From an optimization exercise on the open Yosys and OpenROAD flow, aimed at small area, a short achievable clock period and few clock cycles; shortcuts taken in it are not production practice.
Only simulation tests tie the RTL to the original design; equivalence was not proved.
Power figures rest on the tool's default switching activity, not on a simulated workload.

==> design/flow/design.v <==
module ircodec_muldiv (
    input  wire        clk,
    input  wire        rst,
    input  wire        start,
    input  wire [31:0] a,
    input  wire [31:0] b,
    output reg         done,
    output reg  [63:0] q
);
    localparam [19:0] REF_RATE = 20'd1000000;
    localparam [1:0] S_IDLE = 2'd0, S_MUL = 2'd1, S_DIV = 2'd2;
    reg [1:0]  state;
    reg [6:0]  cnt;
    reg [31:0] mcand;    
    reg [63:0] addend;   
    reg [63:0] prod;     
    reg [20:0] rem;
    wire [20:0] rem_sh  = {rem[19:0], prod[63]};
    wire        rem_ge  = rem_sh >= {1'b0, REF_RATE};
    always @(posedge clk) begin
        if (rst) begin
            state <= S_IDLE;
            done  <= 1'b0;
            cnt   <= 7'd0;
            mcand <= 32'd0;
            addend <= 64'd0;
            prod  <= 64'd0;
            rem   <= 21'd0;
            q     <= 64'd0;
        end else begin
            done <= 1'b0;
            case (state)
                S_IDLE: begin
                    if (start) begin
                        mcand  <= a;
                        addend <= {32'd0, b};
                        prod   <= 64'd0;
                        cnt    <= 7'd0;
                        state  <= S_MUL;
                    end
                end
                S_MUL: begin
                    if (mcand[0])
                        prod <= prod + addend;
                    mcand  <= mcand >> 1;
                    addend <= addend << 1;
                    cnt    <= cnt + 7'd1;
                    if (cnt == 7'd31) begin
                        cnt   <= 7'd0;
                        rem   <= 21'd0;
                        state <= S_DIV;
                    end
                end
                S_DIV: begin
                    rem  <= rem_ge ? (rem_sh - {1'b0, REF_RATE}) : rem_sh;
                    q    <= {q[62:0], rem_ge};
                    prod <= prod << 1;
                    cnt  <= cnt + 7'd1;
                    if (cnt == 7'd63) begin
                        done  <= 1'b1;
                        state <= S_IDLE;
                    end
                end
                default: state <= S_IDLE;
            endcase
        end
    end
endmodule
module ircodec_match (
    input  wire [15:0] d,
    input  wire [15:0] n,
    input  wire [15:0] m,
    output wire        hit
);
    wire [17:0] lo = {2'b00, n} - {2'b00, m};    
    wire [17:0] hi = {2'b00, n} + {2'b00, m};
    wire [17:0] dd = {2'b00, d};
    assign hit = ($signed(lo) < $signed(dd)) && (dd < hi);
endmodule
module ircodec (
    input  wire        clk,
    input  wire        rst,
    input  wire        cmd_valid,
    output wire        cmd_ready,
    input  wire [31:0] cmd_word,
    input  wire [31:0] cmd_arg0,
    input  wire [31:0] cmd_arg1,
    output wire [31:0] res0,
    output wire [31:0] res1,
    output wire [31:0] status,
    output wire [31:0] cfg_state,
    output wire [31:0] cfg_res,
    output wire [31:0] cfg_margin,
    output wire [31:0] tt_leader,
    output wire [31:0] tt_bit0,
    output wire [31:0] tt_bit1,
    output wire [31:0] tt_ending,
    output wire [31:0] tt_margin,
    output wire [31:0] enc_state,
    output wire [31:0] seq_tx,
    output wire [31:0] seq_next,
    output wire [31:0] dec_result,
    output wire [7:0]  pl_rd_addr,
    input  wire [7:0]  pl_rd_data,
    output reg         pl_we,
    output reg  [7:0]  pl_wr_addr,
    output reg  [7:0]  pl_wr_data,
    output reg         tx_we,
    output reg  [6:0]  tx_addr,
    output reg  [31:0] tx_wdata,
    output wire [6:0]  rx_rd_addr,
    input  wire [31:0] rx_rd_data,
    output reg         dst_we,
    output reg  [7:0]  dst_wr_addr,
    output reg  [7:0]  dst_wr_data,
    output wire [7:0]  dst_rd_addr,
    input  wire [7:0]  dst_rd_data
);
    localparam [3:0] C_OK        = 4'h0, C_STARVED   = 4'h1, C_EMPTY     = 4'h2,
                     C_TIMING    = 4'h3, C_LEADER    = 4'h4, C_ENDING    = 4'h5,
                     C_SHORT     = 4'h6, C_LENGTH    = 4'h7, C_DESTSMALL = 4'h8,
                     C_CFGINV    = 4'h9, C_NOTINIT   = 4'hA, C_ALREADY   = 4'hB,
                     C_ILLEGAL   = 4'hC, C_ARGRANGE  = 4'hD;
    localparam [1:0] PH_LEADER = 2'd0, PH_DATA = 2'd1, PH_ENDING = 2'd2;
    localparam [15:0] ENDING_IDLE = 16'hFFFF;
    localparam [4:0] S_IDLE      = 5'd0,
                     S_DISPATCH  = 5'd1,
                     S_INIT_RUN  = 5'd2,
                     S_INIT_WAIT = 5'd3,
                     S_INIT_CHK  = 5'd4,
                     S_ENC_LEAD  = 5'd5,
                     S_ENC_DCHK  = 5'd6,
                     S_ENC_FETCH = 5'd7,
                     S_ENC_BITS  = 5'd8,
                     S_ENC_END   = 5'd9,
                     S_DEC_LADDR = 5'd10,
                     S_DEC_LCHK  = 5'd11,
                     S_DEC_LOOP  = 5'd12,
                     S_DEC_BADDR = 5'd13,
                     S_DEC_BCHK  = 5'd14,
                     S_DEC_EADDR = 5'd15,
                     S_DEC_ECHK  = 5'd16,
                     S_DEC_COMMIT= 5'd17,
                     S_SB_WRITE  = 5'd18,
                     S_SC_ADDR   = 5'd19,
                     S_SC_DATA   = 5'd20,
                     S_SC_DONE   = 5'd21;
    reg [4:0] state;
    reg [31:0] r_res0, r_res1;
    reg [3:0]  st_code;
    reg [7:0]  st_lastop;
    reg        tt_valid;
    reg [31:0] r_cfg_res, r_cfg_margin;
    reg [15:0] t_la, t_li, t_ba, t_b1i;      
    reg [15:0] t_m;
    reg [1:0]  phase;
    reg [8:0]  pcur;
    reg [2:0]  bcur;
    reg [31:0] r_seq_tx, r_seq_next;
    reg [3:0]  dec_count;
    reg [3:0]  dec_code;
    reg        dec_fresh;
    reg [7:0]  op;
    reg        illegal;
    reg [31:0] a0, a1;
    reg [2:0]  init_idx;
    reg [25:0] q9000, q4500, q1690, q560;
    reg [44:0] qm;
    reg        md_start;
    wire       md_done;
    wire [63:0] md_q;
    reg [31:0] md_a;
    always @(*) begin
        case (init_idx)
            3'd0:    md_a = 32'd9000;
            3'd1:    md_a = 32'd4500;
            3'd2:    md_a = 32'd1690;
            3'd3:    md_a = 32'd560;
            default: md_a = a1;
        endcase
    end
    ircodec_muldiv u_muldiv (
        .clk   (clk),
        .rst   (rst),
        .start (md_start),
        .a     (md_a),
        .b     (a0),
        .done  (md_done),
        .q     (md_q)
    );
    wire [25:0] gap0 = q1690 - q560;
    wire [25:0] gap1 = q4500 - q1690;
    wire [25:0] gap2 = q9000 - q4500;
    wire [25:0] gap01 = (gap0 < gap1) ? gap0 : gap1;
    wire [25:0] gmin  = (gap01 < gap2) ? gap01 : gap2;
    wire        cfg_ok = (a0 != 32'd0) && (qm != 45'd0) && (q9000 <= 26'd65535) &&
                         ({qm, 1'b0} < {20'd0, gmin});
    reg [8:0] enc_len;    
    reg [7:0] enc_cap;    
    reg [7:0] w;          
    reg [7:0] byte_r;
    reg [7:0]  dec_n;     
    reg [8:0]  dec_cap;   
    reg [7:0]  idx;       
    reg [2:0]  bitn;
    reg [3:0]  k;
    reg [7:0]  acc;
    reg [7:0]  dbuf [0:14];
    reg [3:0]  cj;
    wire [15:0] rx_act  = rx_rd_data[15:0];
    wire [15:0] rx_idle = rx_rd_data[31:16];
    wire m_la, m_li, m_b0a, m_b0i, m_b1i;
    ircodec_match u_m_la  (.d(rx_act),  .n(t_la),  .m(t_m), .hit(m_la));
    ircodec_match u_m_li  (.d(rx_idle), .n(t_li),  .m(t_m), .hit(m_li));
    ircodec_match u_m_b0a (.d(rx_act),  .n(t_ba),  .m(t_m), .hit(m_b0a));
    ircodec_match u_m_b0i (.d(rx_idle), .n(t_ba),  .m(t_m), .hit(m_b0i));
    ircodec_match u_m_b1i (.d(rx_idle), .n(t_b1i), .m(t_m), .hit(m_b1i));
    wire is_leader = m_la && m_li;
    wire is_bit0   = m_b0a && m_b0i;
    wire is_bit1   = m_b0a && m_b1i;      
    wire is_end    = m_b0a;               
    wire [7:0] remain = dec_n - idx;      
    reg [2:0]  sc_j;
    reg        sc_hdr_ok;
    reg [31:0] sc_seq;
    assign cmd_ready  = (state == S_IDLE) && !pl_we && !tx_we && !dst_we;
    assign res0       = r_res0;
    assign res1       = r_res1;
    assign status     = {16'd0, st_lastop, 4'd0, st_code};
    assign cfg_state  = {31'd0, tt_valid};
    assign cfg_res    = r_cfg_res;
    assign cfg_margin = r_cfg_margin;
    assign tt_leader  = {t_li, t_la};
    assign tt_bit0    = {t_ba, t_ba};
    assign tt_bit1    = {t_b1i, t_ba};
    assign tt_ending  = tt_valid ? {ENDING_IDLE, t_ba} : 32'd0;
    assign tt_margin  = {16'd0, t_m};
    assign enc_state  = {7'd0, pcur, 9'd0, bcur, 2'd0, phase};
    assign seq_tx     = r_seq_tx;
    assign seq_next   = r_seq_next;
    assign dec_result = {7'd0, dec_fresh, 4'd0, dec_code, 12'd0, dec_count};
    assign pl_rd_addr  = pcur[7:0];
    assign rx_rd_addr  = idx[6:0];
    assign dst_rd_addr = {5'd0, sc_j};
    wire [31:0] sym_leader = {t_li, t_la};
    wire [31:0] sym_bit0   = {t_ba, t_ba};
    wire [31:0] sym_bit1   = {t_b1i, t_ba};
    wire [31:0] sym_ending = {ENDING_IDLE, t_ba};
    reg [7:0] shot_byte;
    always @(*) begin
        case (cj[2:0])
            3'd0:    shot_byte = 8'h4C;
            3'd1:    shot_byte = 8'h54;
            3'd2:    shot_byte = 8'h00;
            3'd3:    shot_byte = r_seq_tx[31:24];
            3'd4:    shot_byte = r_seq_tx[23:16];
            3'd5:    shot_byte = r_seq_tx[15:8];
            default: shot_byte = r_seq_tx[7:0];
        endcase
    end
    integer bi;
    task finish_ok(input [31:0] v0, input [31:0] v1, input [3:0] code);
        begin
            r_res0    <= v0;
            r_res1    <= v1;
            st_code   <= code;
            st_lastop <= op;
            state     <= S_IDLE;
        end
    endtask
    task finish_err(input [3:0] code);
        begin
            r_res0    <= 32'd0;
            r_res1    <= 32'd0;
            st_code   <= code;
            st_lastop <= op;
            state     <= S_IDLE;
        end
    endtask
    task dec_fail(input [3:0] code);
        begin
            dec_count <= 4'd0;
            dec_code  <= code;
            dec_fresh <= 1'b0;
            finish_err(code);
        end
    endtask
    always @(posedge clk) begin
        if (rst) begin
            state        <= S_IDLE;
            r_res0       <= 32'd0;
            r_res1       <= 32'd0;
            st_code      <= C_OK;
            st_lastop    <= 8'd0;
            tt_valid     <= 1'b0;
            r_cfg_res    <= 32'd0;
            r_cfg_margin <= 32'd0;
            t_la         <= 16'd0;
            t_li         <= 16'd0;
            t_ba         <= 16'd0;
            t_b1i        <= 16'd0;
            t_m          <= 16'd0;
            phase        <= PH_LEADER;
            pcur         <= 9'd0;
            bcur         <= 3'd0;
            r_seq_tx     <= 32'd1;
            r_seq_next   <= 32'd1;
            dec_count    <= 4'd0;
            dec_code     <= C_OK;
            dec_fresh    <= 1'b0;
            op           <= 8'd0;
            illegal      <= 1'b0;
            a0           <= 32'd0;
            a1           <= 32'd0;
            init_idx     <= 3'd0;
            q9000        <= 26'd0;
            q4500        <= 26'd0;
            q1690        <= 26'd0;
            q560         <= 26'd0;
            qm           <= 45'd0;
            md_start     <= 1'b0;
            enc_len      <= 9'd0;
            enc_cap      <= 8'd0;
            w            <= 8'd0;
            byte_r       <= 8'd0;
            dec_n        <= 8'd0;
            dec_cap      <= 9'd0;
            idx          <= 8'd0;
            bitn         <= 3'd0;
            k            <= 4'd0;
            acc          <= 8'd0;
            cj           <= 4'd0;
            sc_j         <= 3'd0;
            sc_hdr_ok    <= 1'b0;
            sc_seq       <= 32'd0;
            pl_we        <= 1'b0;
            pl_wr_addr   <= 8'd0;
            pl_wr_data   <= 8'd0;
            tx_we        <= 1'b0;
            tx_addr      <= 7'd0;
            tx_wdata     <= 32'd0;
            dst_we       <= 1'b0;
            dst_wr_addr  <= 8'd0;
            dst_wr_data  <= 8'd0;
            for (bi = 0; bi < 15; bi = bi + 1)
                dbuf[bi] <= 8'd0;
        end else begin
            pl_we    <= 1'b0;
            tx_we    <= 1'b0;
            dst_we   <= 1'b0;
            md_start <= 1'b0;
            case (state)
                S_IDLE: begin
                    if (cmd_valid && cmd_ready) begin
                        op    <= cmd_word[7:0];
                        a0    <= cmd_arg0;
                        a1    <= cmd_arg1;
                        state <= S_DISPATCH;
                        illegal <= (cmd_word[31:8] != 24'd0) ||
                                   (cmd_word[7:0] == 8'd0) || (cmd_word[7:0] > 8'd5);
                    end
                end
                S_DISPATCH: begin
                    if (illegal) begin
                        finish_err(C_ILLEGAL);
                    end else begin
                        case (op)
                            8'd1: begin  
                                if (tt_valid) begin
                                    finish_err(C_ALREADY);
                                end else begin
                                    init_idx <= 3'd0;
                                    state    <= S_INIT_RUN;
                                end
                            end
                            8'd2: begin  
                                if (!tt_valid)
                                    finish_err(C_NOTINIT);
                                else if (a0 > 32'd256 || a1 > 32'd128)
                                    finish_err(C_ARGRANGE);
                                else if (a1 == 32'd0)
                                    finish_ok(32'd0, 32'd0, C_STARVED);
                                else begin
                                    enc_len <= a0[8:0];
                                    enc_cap <= a1[7:0];
                                    w       <= 8'd0;
                                    state   <= S_ENC_LEAD;
                                end
                            end
                            8'd3: begin  
                                if (!tt_valid)
                                    dec_fail(C_NOTINIT);
                                else if (a0 > 32'd128 || a1 > 32'd256)
                                    dec_fail(C_ARGRANGE);
                                else if (a0 < 32'd2)
                                    dec_fail(C_SHORT);
                                else begin
                                    dec_n   <= a0[7:0];
                                    dec_cap <= a1[8:0];
                                    idx     <= 8'd0;
                                    k       <= 4'd0;
                                    state   <= S_DEC_LADDR;
                                end
                            end
                            8'd4: begin  
                                cj    <= 4'd0;
                                state <= S_SB_WRITE;
                            end
                            default: begin  
                                sc_j      <= 3'd0;
                                sc_hdr_ok <= 1'b1;
                                sc_seq    <= 32'd0;
                                if (dec_fresh && dec_count == 4'd7)
                                    state <= S_SC_ADDR;
                                else begin
                                    dec_fresh <= 1'b0;
                                    finish_ok(32'd0, 32'd0, C_OK);  
                                end
                            end
                        endcase
                    end
                end
                S_INIT_RUN: begin
                    md_start <= 1'b1;
                    state    <= S_INIT_WAIT;
                end
                S_INIT_WAIT: begin
                    if (md_done) begin
                        case (init_idx)
                            3'd0:    q9000 <= md_q[25:0];
                            3'd1:    q4500 <= md_q[25:0];
                            3'd2:    q1690 <= md_q[25:0];
                            3'd3:    q560  <= md_q[25:0];
                            default: qm    <= md_q[44:0];
                        endcase
                        if (init_idx == 3'd4)
                            state <= S_INIT_CHK;
                        else begin
                            init_idx <= init_idx + 3'd1;
                            state    <= S_INIT_RUN;
                        end
                    end
                end
                S_INIT_CHK: begin
                    if (cfg_ok) begin
                        t_la         <= q9000[15:0];
                        t_li         <= q4500[15:0];
                        t_ba         <= q560[15:0];
                        t_b1i        <= q1690[15:0];
                        t_m          <= qm[15:0];
                        r_cfg_res    <= a0;
                        r_cfg_margin <= a1;
                        tt_valid     <= 1'b1;
                        phase        <= PH_LEADER;
                        pcur         <= 9'd0;
                        bcur         <= 3'd0;
                        finish_ok(32'd0, 32'd0, C_OK);
                    end else begin
                        finish_err(C_CFGINV);
                    end
                end
                S_ENC_LEAD: begin
                    if (phase == PH_LEADER) begin
                        tx_we    <= 1'b1;
                        tx_addr  <= 7'd0;
                        tx_wdata <= sym_leader;
                        w        <= 8'd1;
                        phase    <= PH_DATA;
                    end
                    state <= S_ENC_DCHK;
                end
                S_ENC_DCHK: begin
                    if (phase == PH_DATA) begin
                        if (w < enc_cap && pcur < enc_len) begin
                            state <= S_ENC_FETCH;
                        end else begin
                            if (pcur >= enc_len)
                                phase <= PH_ENDING;
                            state <= S_ENC_END;
                        end
                    end else begin
                        state <= S_ENC_END;
                    end
                end
                S_ENC_FETCH: begin
                    byte_r <= pl_rd_data;
                    state  <= S_ENC_BITS;
                end
                S_ENC_BITS: begin
                    tx_we    <= 1'b1;
                    tx_addr  <= w[6:0];
                    tx_wdata <= byte_r[bcur] ? sym_bit1 : sym_bit0;
                    w        <= w + 8'd1;
                    if (bcur == 3'd7) begin
                        bcur  <= 3'd0;
                        pcur  <= pcur + 9'd1;
                        state <= S_ENC_DCHK;
                    end else begin
                        bcur <= bcur + 3'd1;
                        if (w + 8'd1 >= enc_cap)
                            state <= S_ENC_DCHK;
                    end
                end
                S_ENC_END: begin
                    if (phase == PH_ENDING && w < enc_cap) begin
                        tx_we    <= 1'b1;
                        tx_addr  <= w[6:0];
                        tx_wdata <= sym_ending;
                        phase    <= PH_LEADER;
                        pcur     <= 9'd0;
                        bcur     <= 3'd0;
                        finish_ok({24'd0, w + 8'd1}, 32'd1, C_OK);
                    end else begin
                        finish_ok({24'd0, w}, 32'd0, C_OK);
                    end
                end
                S_DEC_LADDR: begin
                    state <= S_DEC_LCHK;     
                end
                S_DEC_LCHK: begin
                    if (!is_leader)
                        dec_fail(C_LEADER);
                    else begin
                        idx   <= 8'd1;
                        state <= S_DEC_LOOP;
                    end
                end
                S_DEC_LOOP: begin
                    if ({5'd0, k} < dec_cap && remain >= 8'd9) begin
                        bitn  <= 3'd0;
                        acc   <= 8'd0;
                        state <= S_DEC_BADDR;
                    end else if (remain >= 8'd9) begin
                        dec_fail(C_DESTSMALL);
                    end else if (remain != 8'd1) begin
                        dec_fail(C_LENGTH);
                    end else begin
                        state <= S_DEC_EADDR;
                    end
                end
                S_DEC_BADDR: begin
                    state <= S_DEC_BCHK;
                end
                S_DEC_BCHK: begin
                    if (!is_bit0 && !is_bit1) begin
                        dec_fail(C_TIMING);
                    end else begin
                        idx  <= idx + 8'd1;
                        bitn <= bitn + 3'd1;
                        acc[bitn] <= !is_bit0;
                        if (bitn == 3'd7) begin
                            dbuf[k] <= {!is_bit0, acc[6:0]};
                            k       <= k + 4'd1;
                            state   <= S_DEC_LOOP;
                        end else begin
                            state <= S_DEC_BADDR;
                        end
                    end
                end
                S_DEC_EADDR: begin
                    state <= S_DEC_ECHK;
                end
                S_DEC_ECHK: begin
                    if (!is_end)
                        dec_fail(C_ENDING);
                    else begin
                        cj    <= 4'd0;
                        state <= S_DEC_COMMIT;
                    end
                end
                S_DEC_COMMIT: begin
                    if (cj == k) begin
                        dec_count <= k;
                        dec_code  <= (k == 4'd0) ? C_EMPTY : C_OK;
                        dec_fresh <= (k != 4'd0);
                        finish_ok({28'd0, k}, 32'd0, (k == 4'd0) ? C_EMPTY : C_OK);
                    end else begin
                        dst_we      <= 1'b1;
                        dst_wr_addr <= {4'd0, cj};
                        dst_wr_data <= dbuf[cj];
                        cj          <= cj + 4'd1;
                    end
                end
                S_SB_WRITE: begin
                    pl_we      <= 1'b1;
                    pl_wr_addr <= {4'd0, cj};
                    pl_wr_data <= shot_byte;
                    cj         <= cj + 4'd1;
                    if (cj == 4'd6) begin
                        r_seq_tx <= r_seq_tx + 32'd1;
                        finish_ok(r_seq_tx, 32'd0, C_OK);
                    end
                end
                S_SC_ADDR: begin
                    state <= S_SC_DATA;      
                end
                S_SC_DATA: begin
                    case (sc_j)
                        3'd0: if (dst_rd_data != 8'h4C) sc_hdr_ok <= 1'b0;
                        3'd1: if (dst_rd_data != 8'h54) sc_hdr_ok <= 1'b0;
                        3'd2: if (dst_rd_data != 8'h00) sc_hdr_ok <= 1'b0;
                        default: sc_seq <= {sc_seq[23:0], dst_rd_data};
                    endcase
                    if (sc_j == 3'd6)
                        state <= S_SC_DONE;
                    else begin
                        sc_j  <= sc_j + 3'd1;
                        state <= S_SC_ADDR;
                    end
                end
                S_SC_DONE: begin
                    dec_fresh <= 1'b0;
                    if (!sc_hdr_ok) begin
                        finish_ok(32'd0, 32'd0, C_OK);           
                    end else if (sc_seq == r_seq_next) begin
                        r_seq_next <= r_seq_next + 32'd1;
                        finish_ok(32'd1, sc_seq, C_OK);          
                    end else begin
                        finish_ok(32'd2, sc_seq, C_OK);          
                    end
                end
                default: state <= S_IDLE;
            endcase
        end
    end
endmodule
==> design/flow/run.sh <==
#!/bin/bash
# synth_recipe.tcl (not shown) runs the flow's synth.tcl, then flattens the netlist and writes it again
# the make line also repeats each setting of config.mk as NAME=value (left out here)
make -C /OpenROAD-flow-scripts/flow DESIGN_CONFIG=/design/flow/config.mk WORK_HOME=/design/flow/orfs CLKGATE_MAP_FILE= SYNTH_SCRIPT=/design/flow/synth_recipe.tcl finish
==> design/flow/config.mk <==
export PLATFORM = sky130hd
export DESIGN_NAME = ircodec
export DESIGN_NICKNAME = ircodec
export VERILOG_FILES = /design/flow/design.v
export SDC_FILE = /design/flow/constraint.sdc
export NUM_CORES = 4
export LEC_CHECK = 0
export CAP_MARGIN = 20
export CORE_MARGIN = 2
export CORE_UTILIZATION = 40
export SLEW_MARGIN = 20
==> design/flow/constraint.sdc <==
create_clock -name core_clock -period 12.0 [get_ports {clk}]
set_input_delay 2.4000 -clock core_clock [delete_from_list [all_inputs] [get_ports {clk}]]
set_output_delay 2.4000 -clock core_clock [all_outputs]
set_load 0.01 [all_outputs]
==> impl_results.md <==
- Router iterations before antenna repair: 6
- Crit start category: register
- Syn Inst Count: 7821
- Global-route wire length before repair: approximately 350000 um
- Worst rel slew slack: 0.190
- Fin Setup TNS: 0 ns
- CP endpoint kind: register
- Cell family with most CP delay: compound AO/OA/AOI/OAI gates
- M1 GR Usage: 0.351
- Met3 global-route usage: 0.0543
- Largest family of logic cells by synthesized area: simple AND/OR/NAND/NOR gates
- Initial DRC count: approximately 4900
- Crit Reg-Reg Endpoint: r_cfg_margin[24]
- Synth Warn #: 2
- Inserted Clock Buffers: between 100 and 150
- Worst Hold Depth: 2
- Fillcell total: around 16000
- Critical path fanouts, max: 25
- Hold Fails Final Rpt: 0
- HP Start: qm[27]
- CTS H-tree depth: 3
- Post-synth top cells: 952 x dfxtp_1, 930 x nand2_1, 884 x nor2_1
- Clock network power share: 0.439
- Comb pwr share: 0.125
- P_int: around 6.4 mW
- Setup bufs post-CTS: 0
- Routed wire per std cell: around 22 um
- Design Power: approximately 8.9 mW
- Sequential element share of the synthesized area: 0.352
- Reg2reg setup slack: 0.96 ns
- Share of cells above drive strength 1: 0.0587
- Most common cell in the synthesized netlist: dfxtp_1
- Post-Layout Inst Area: 76700 um^2
- Synth top area cells: dfxtp_1 29%, ha_1 11%, edfxtp_1 5.9%
- Period Utilization, post-route: 0.920
- Routed vias: just under 60000
- Clk sinks: 1080
- Post-synthesis async set-or-reset flop share: 0
- Met2 Usage GRT: 0.449
- Worst-path clk slew: 0.06 ns
- Gr usage total: 0.270
- Worst-Margin Slew: 1.22 ns
- Top Ports: about 730
- WHS Endpoint: qm[27]
- R2r worst-path depth: 46
- Leakage: approximately 30 nW
- Post-route DRC: 0
- # rows: about 150
- Sequential power share: 0.436
- Pwr dens: 116 nW/um^2
- Worst min-delay path category: register to register
- Post-synth top flop: dfxtp_1
- Routed WL: 234000 um
- Netlist area before placement: 65000 um^2
- WP data arrival: roughly 12 ns
- Worst-Skew Late Latency: ~0.8 ns
- Fin nets: ~8900
- # port buffers: between 600 and 700
- Die ar.: roughly 170000 um^2
- Antenna violations before repair: 13
- Synth Area in XOR/XNOR: 0.0451
- RSZ-0062 raised after global routing: no
- Max-cap violations: 0
- CP Class: register to register
- Final Util: 0.477
- Register bit total from synthesis: between 1000 and 1500
- Routed Antenna Nets: 0
- Complex-gate fraction of the synthesized area: 0.176
- Buf/Inv on CP: 7
- Critical path data required time: around 13 ns
- GR Overflow Total: 0
- Mean Syn Cell Area: about 8.3 um^2
- Distinct cell type count of the synthesized netlist: ~90
- Simple-Gate Fraction of Synth Area: 0.188
- Hold WS: ~0.45 ns
- Synth-to-layout area growth: 18.0%
- Status: timing/DRC/antenna clean
- Placed Area: 72500 um^2
- Synth top area share: 0.293
- RePlAce Congestion: between 0.9 and 1
- Cell type with the largest total area after synthesis: dfxtp_1
- Maximum VDD drop: between 0.0001 and 0.00015 V
- Root Driver: clkbuf_16
- Vias in the first global route: 55300
- Die width: between 400 and 500 um
- Switching pwr: 2.53 mW
- Clk buf depth: 3
- Pin count of the biggest net entering global routing: ~210
- HPWL after DPL: between 150000 and 200000 um
- Max incr delay on CP: around 0.60 ns
- Core ar.: 161000 um^2
- Die H: slightly above 400 um
- Setup-failing EPs final: 0
- Layout Skew: between 0.07 and 0.08 ns
- CTS tree: done
- Post-synth EDFFs: between 100 and 150
- GRT Max-Usage Layer: met2
- Switching portion of total power: 0.285
- Slew Limit Fails: 0
- Fmax: 90.6 MHz
- Synth Area in Adders: 0.112
- Multiplexer area fraction after synthesis: 0.0606
- Starting density of the core: 0.404
- Routed vias/inst: 5.62
- Critical Path Slowest Stage Cell: or4_1
- Fin crit period: approximately 11 ns
- Reg-to-Reg Start: q1690[0]
## metrics by stage
| stage | instances | setup WS [ns] |
|---|---|---|
| 6_report | 10400 | 0.961 |
| 5_1_grt | 10400 | 0.191 |
| 4_1_cts | 10400 | 0.659 |
| 3_5_place_dp | 10200 | 0.793 |
| 3_3_place_gp | 10200 | 1.01 |
| 2_1_floorplan | 7941 | 2.38 |
## layout by cell type (no fill, tap or decap), types with 42 or more instances in the layout
| cell | n |
|---|---|
| dfxtp_1 | 950 |
| nand2_1 | 928 |
| nor2_1 | 877 |
| a21oi_1 | 723 |
| clkdlybuf4s50_1 | 602 |
| ha_1 | 561 |
| inv_1 | 328 |
| mux2i_1 | 278 |
| o21ai_0 | 246 |
| nand3_1 | 187 |
| xnor2_1 | 174 |
| xor2_1 | 161 |
| nor3_1 | 147 |
| buf_4 | 129 |
| edfxtp_1 | 128 |
| nor4_1 | 126 |
| a21o_1 | 122 |
| conb_1 | 121 |
| a22oi_1 | 120 |
| clkbuf_16 | 118 |
| a211oi_1 | 106 |
| nand4_1 | 79 |
| and3_1 | 67 |
| o21a_1 | 61 |
| and2_1 | 60 |
| a31oi_1 | 56 |
| nor2b_1 | 53 |
| nand2b_1 | 49 |
| mux4_2 | 42 |
## repair_timing
action                     in CTS  in global routing
hold buffers                    0                  0
setup endpoints to repair       0                118
resized for setup               0                  2
## sequential cells by signal, indices dropped and copies added (netlist names), 32 cells and up
signal           cells
r_cfg_res           32
r_seq_tx            32
u_muldiv.addend     64
a0                  32
r_res1              32
qm                  45
r_res0              32
r_seq_next          32
r_cfg_margin        32
a1                  32
u_muldiv.prod       64
sc_seq              32
u_muldiv.mcand      32
tx_wdata            32
u_muldiv.q          45
dbuf               128
## layer usage
metal  part of all wire  vias up
li1                   -    28200
met1               0.43    28200
met2               0.46     2005
met3              0.078      347
met4              0.032        0
met5                  0        -
## worst max path at each step
| stage | from | endpoint | slack, ns | depth (start not counted) |
|---|---|---|---|---|
| 4_1_cts | q1690[0] | r_cfg_margin[24] | 0.66 | 46 |
| 2_1_floorplan | q1690[0] | r_cfg_margin[12] | 2.38 | 48 |
| 3_3_place_gp | q1690[0] | r_cfg_margin[20] | 1.01 | 46 |
| 6_report | q1690[0] | r_cfg_margin[24] | 0.96 | 46 |
| 3_5_place_dp | q1690[0] | r_cfg_margin[24] | 0.79 | 46 |
| 5_1_grt | q1690[0] | r_cfg_margin[24] | 0.19 | 46 |
## tightest hold or removal path, cell delays in order, from the launching register on
cell     delay [ns]
dfxtp_1        0.31
nand2_1        0.05
a21oi_1        0.05
## cell families after synthesis
family	Yosys count
buffers and inverters	951
AND/OR/NAND/NOR	2717
other	1
multiplexers	339
XOR/XNOR	335
flip-flops	1080
adder cells (fa/ha/maj)	576
AO/OA/AOI/OAI	1822
## area by class of cell
cell class / instances / area (um^2) / area share
well taps: 2160 / 2700 / 0.0352
repair buffers: 739 / 7150 / 0.0932
multi-input cells: 5910 / 38500 / 0.502
flip-flops and latches: 1080 / 22900 / 0.299
inverters: 329 / 1230 / 0.0161
clock inverters: 60 / 810 / 0.0106
clock buffers: 161 / 3390 / 0.0442
diodes: 7 / 17.5 / 0.000228
## power by group through the flow
stage / sequential [mW] / clock [mW] / combinational [mW]
floorplan: 3.90 / 0 / 0.719
global placement: 3.95 / 0 / 1.09
detailed placement: 3.95 / 0 / 1.10
CTS: 3.87 / 3.98 / 1.11
global route: 3.88 / 4.12 / 1.20
finish: 3.87 / 3.91 / 1.11
Testbench counts, summed over its fixed seeds: cycles 51,821.

port drivers added, routing unchanged:
No port has a modelled driver above. Below, the same layout with a new extraction and two added sets of constraints.
Step 1 (the two cells are an assumption about what drives the block):
set clk [get_ports {clk}]
set_driving_cell -lib_cell sky130_fd_sc_hd__clkbuf_16 $clk
set_driving_cell -lib_cell sky130_fd_sc_hd__buf_2 [delete_from_list [all_inputs] $clk]
Step 2 times the ports against the registers' clock, not the clock port: input delays grow and output delays shrink by t, the midpoint of the rising clock arrivals with the driver on.
Slacks: ideal ports / drivers / drivers and shift; pairs: ideal ports / drivers.
t, ns: 0.839
slack for setup (ns): 0.961 / 0.961 / 0.961
clock arrival spread, ns: 0.079 / 0.078
After both steps setup and hold are still met in this run. The setup slack of this run moves by 0.000 ns with the drivers and by 0.000 ns with both steps.
